Source: an optimization exercise on an open RTL-to-GDS flow (aim: a short achievable clock period and few clock cycles). Production flows keep margins and buffers that such runs may drop. Only simulation tests tie the RTL to the original design; equivalence was not proved. Power and IR drop assume default switching activity.

## beebc_core
module beebc_core (
    input  wire       clk,
    input  wire       rst,         
    output wire [3:0] mem_addr,
    input  wire [7:0] mem_rdata,
    output wire [7:0] mem_wdata,
    output wire       mem_we,
    output wire [7:0] out,
    output wire       out_strobe,
    output wire       halted
);
export LEC_CHECK = 0
export CAP_MARGIN = 20
export CORE_MARGIN = 2
export CORE_UTILIZATION = 55
export SETUP_SLACK_MARGIN = 3.0
export SLEW_MARGIN = 20
create_clock -name core_clock -period 5.0 [get_ports {clk}]
run.sh (not shown) runs the stock make flow with config.mk's settings and CLKGATE_MAP_FILE= SYNTH_SCRIPT=/design/flow/synth_recipe.tcl, a recipe that flattens the netlist after the stock synthesis.
Testbench counts at the start, summed over its fixed seeds: cycles 27,888.
Rerun with:
--- a/flow/config.mk
+++ b/flow/config.mk
@@ -8,5 +8,6 @@
 export CAP_MARGIN = 20
 export CORE_MARGIN = 2
-export CORE_UTILIZATION = 55
+export CORE_UTILIZATION = 40
 export SETUP_SLACK_MARGIN = 3.0
 export SLEW_MARGIN = 20
+export SYNTH_HIERARCHICAL = 1
What happened:
- The new run ran to the end with no violations
- sequential share of layout area grows by 0.49 points
- total power shrinks by a little under a tenth
- die area grows by well over a third
- final area shrinks slightly

========
beebc_core, a different RTL version from the one above (not shown whole).
For scale: about 1600 cells after synthesis, roughly 310 flip-flops, roughly 33 I/O pins.
export LEC_CHECK = 0
export CAP_MARGIN = 20
export CORE_MARGIN = 2
export CORE_UTILIZATION = 50
export SETUP_SLACK_MARGIN = 2.4
export SLEW_MARGIN = 20
export TNS_END_PERCENT = 100
create_clock -name core_clock -period 5.0 [get_ports {clk}]
Testbench counts at the start, summed over its fixed seeds: cycles 27,888.
==> next run, changes <==
Settings changed: CORE_UTILIZATION 50 to 40.
Effect:
- The new run produced a clean layout
- final area grows by a few percent
- worst hold slack improved by 0.0046 ns
- wire length grows by roughly a tenth
- global-route usage shrinks by 4.4 points
- area after synthesis stays the same
- clock-buffer cell count shrinks by 3
==> next run, changes <==
Settings changed: ABC_CLOCK_PERIOD_IN_PS set to 2000, SETUP_SLACK_MARGIN 2.4 to 3.0, TNS_END_PERCENT 100 to unset.
Outcome: Power goes up by roughly a tenth. Synthesized cell count is unchanged. Routed wire length goes up by a few percent. Worst hold slack is worse by 0.0059 ns. Setup slack is worse by 0.057 ns. Global-route usage goes up by 1.5 points. Count of clock-buffer cells in the layout stays the same.
==> next run, changes <==
Settings changed: ABC_CLOCK_PERIOD_IN_PS 2000 to unset, SETUP_SLACK_MARGIN 3.0 to 2.1, TNS_END_PERCENT set to 100.
Non-clock buffer count is lower by 176.
Area after synthesis stays the same.
Flip-flop and latch count is unchanged.
Count of clock-buffer cells in the layout is lower by 1.
Hold slack improves by 0.0087 ns.
Total power is lower by 19%.
==> next run, changes <==
Settings changed: SETUP_SLACK_MARGIN 2.1 to 2.7.
What happened: The changed run completed without violations. Worst hold slack is about the same. Setup slack improved by 0.18 ns. Sequential share of layout area drops by 5.1 points. Die area stays the same. Clock-buffer cell count increases by 5. Sequential power drops by about 2%.

========
beebc_core, a different RTL version from the one above (not shown whole).
Size in the first run: about 18000 sq um of cells after synthesis.
make LEC_CHECK=0 CAP_MARGIN=20 CORE_MARGIN=2 CORE_UTILIZATION=60 SETUP_SLACK_MARGIN=2.4 SLEW_MARGIN=20 TNS_END_PERCENT=100 finish   # period 5.0 ns
Testbench counts at the start, summed over its fixed seeds: cycles 26,560.
Then changed:
CORE_UTILIZATION = 40   (was 60)
Final area increases slightly. Total power increases slightly. Worst setup slack improves by 120 ps. Clock-buffer cell count is lower by 6. First-iteration DRC count came out lower by a quarter to a third. Area after synthesis does not change. Clock power rose by a few percent. Cell count went up by a little under a tenth. Sequential power is lower slightly. Routed wire length went up slightly.

========
Setup of 03-14:
beebc_core again, from the RTL that the note above started with.
## beebc_core
module beebc_core (
    input  wire       clk,
    input  wire       rst,         
    output wire [3:0] mem_addr,
    input  wire [7:0] mem_rdata,
    output wire [7:0] mem_wdata,
    output wire       mem_we,
    output wire [7:0] out,
    output wire       out_strobe,
    output wire       halted
);
make LEC_CHECK=0 CAP_MARGIN=20 CORE_MARGIN=2 CORE_UTILIZATION=50 SETUP_SLACK_MARGIN=2.6 SLEW_MARGIN=20 TNS_END_PERCENT=100 finish   # period 5.0 ns
03-14 finished every step from synthesis to the final layout, and the layout passed the timing, DRC and antenna checks.
Testbench counts of 03-14, summed over its fixed seeds: cycles 26,560.
#### Input delta (11-23 over 03-14)
- SETUP_SLACK_MARGIN changed from 2.6 to 2.4
==> comparison <==
- Non-clock buffer area fraction after layout: 11-23 lower than 03-14
- Number of clock buffers in the layout: lower on 03-14
- Number of design-rule violations left by the first detailed-router iteration for 11-23: 498 down relative to 03-14
- Against 03-14, final design area excluding fillers in 11-23 fell by a little under 10%.
- 11-23 vs. 03-14: number of port buffers has remained practically unchanged; latest clock arrival within the worst-skew pair has remained practically unchanged.

-- what the ideal ports hide --
No port has a modelled driver above. Below, the same layouts with a new extraction and two added sets of constraints.
Step 1 sets driving cells, clkbuf_16 on the clock port and buf_2 on the other inputs (assumed; they add their load-dependent delay and slew).
Step 2 also shifts input and output timing later by t, the mid clock arrival at the registers, as if the neighbouring blocks saw the same clock.
Three values: no drivers, after step 1, after step 2; two values: the first two.
| run | shift t [ns] | setup WS [ns] | hold WS [ns] | clock arrival spread, ns |
|---|---|---|---|---|
| the first run of note 1 | 0.583 | 2.287 / 2.287 / 1.959 | 0.452 / 0.452 / 0.452 | 0.036 / 0.035 |
| the second run of note 1 | 0.599 | 2.278 / 2.278 / 1.708 | 0.450 / 0.450 / 0.450 | 0.023 / 0.023 |
| the first run of note 2 | 0.569 | 2.346 / 2.346 / 2.018 | 0.452 / 0.452 / 0.452 | 0.023 / 0.024 |
| the second run of note 2 | 0.612 | 2.334 / 2.276 / 1.832 | 0.457 / 0.457 / 0.457 | 0.035 / 0.034 |
| the third run of note 2 | 0.601 | 2.276 / 2.276 / 2.007 | 0.451 / 0.451 / 0.451 | 0.025 / 0.026 |
| the fourth run of note 2 | 0.596 | 2.116 / 2.060 / 1.744 | 0.459 / 0.459 / 0.459 | 0.032 / 0.032 |
| the fifth run of note 2 | 0.601 | 2.297 / 2.297 / 1.973 | 0.458 / 0.458 / 0.458 | 0.041 / 0.041 |
| the first run of note 3 | 0.577 | 2.104 / 2.104 / 1.556 | 0.457 / 0.457 / 0.457 | 0.021 / 0.021 |
| the second run of note 3 | 0.623 | 2.229 / 2.237 / 1.615 | 0.458 / 0.458 / 0.458 | 0.037 / 0.037 |
| 03-14 | 0.619 | 2.229 / 2.229 / 1.664 | 0.454 / 0.454 / 0.454 | 0.027 / 0.027 |
| 11-23 | 0.625 | 2.262 / 2.262 / 1.649 | 0.459 / 0.459 / 0.459 | 0.022 / 0.023 |
After both steps setup and hold are still met in every run listed. For the second run of note 3, which loses most, drivers alone change the setup slack by +0.008 ns; drivers and shift together by -0.614 ns.
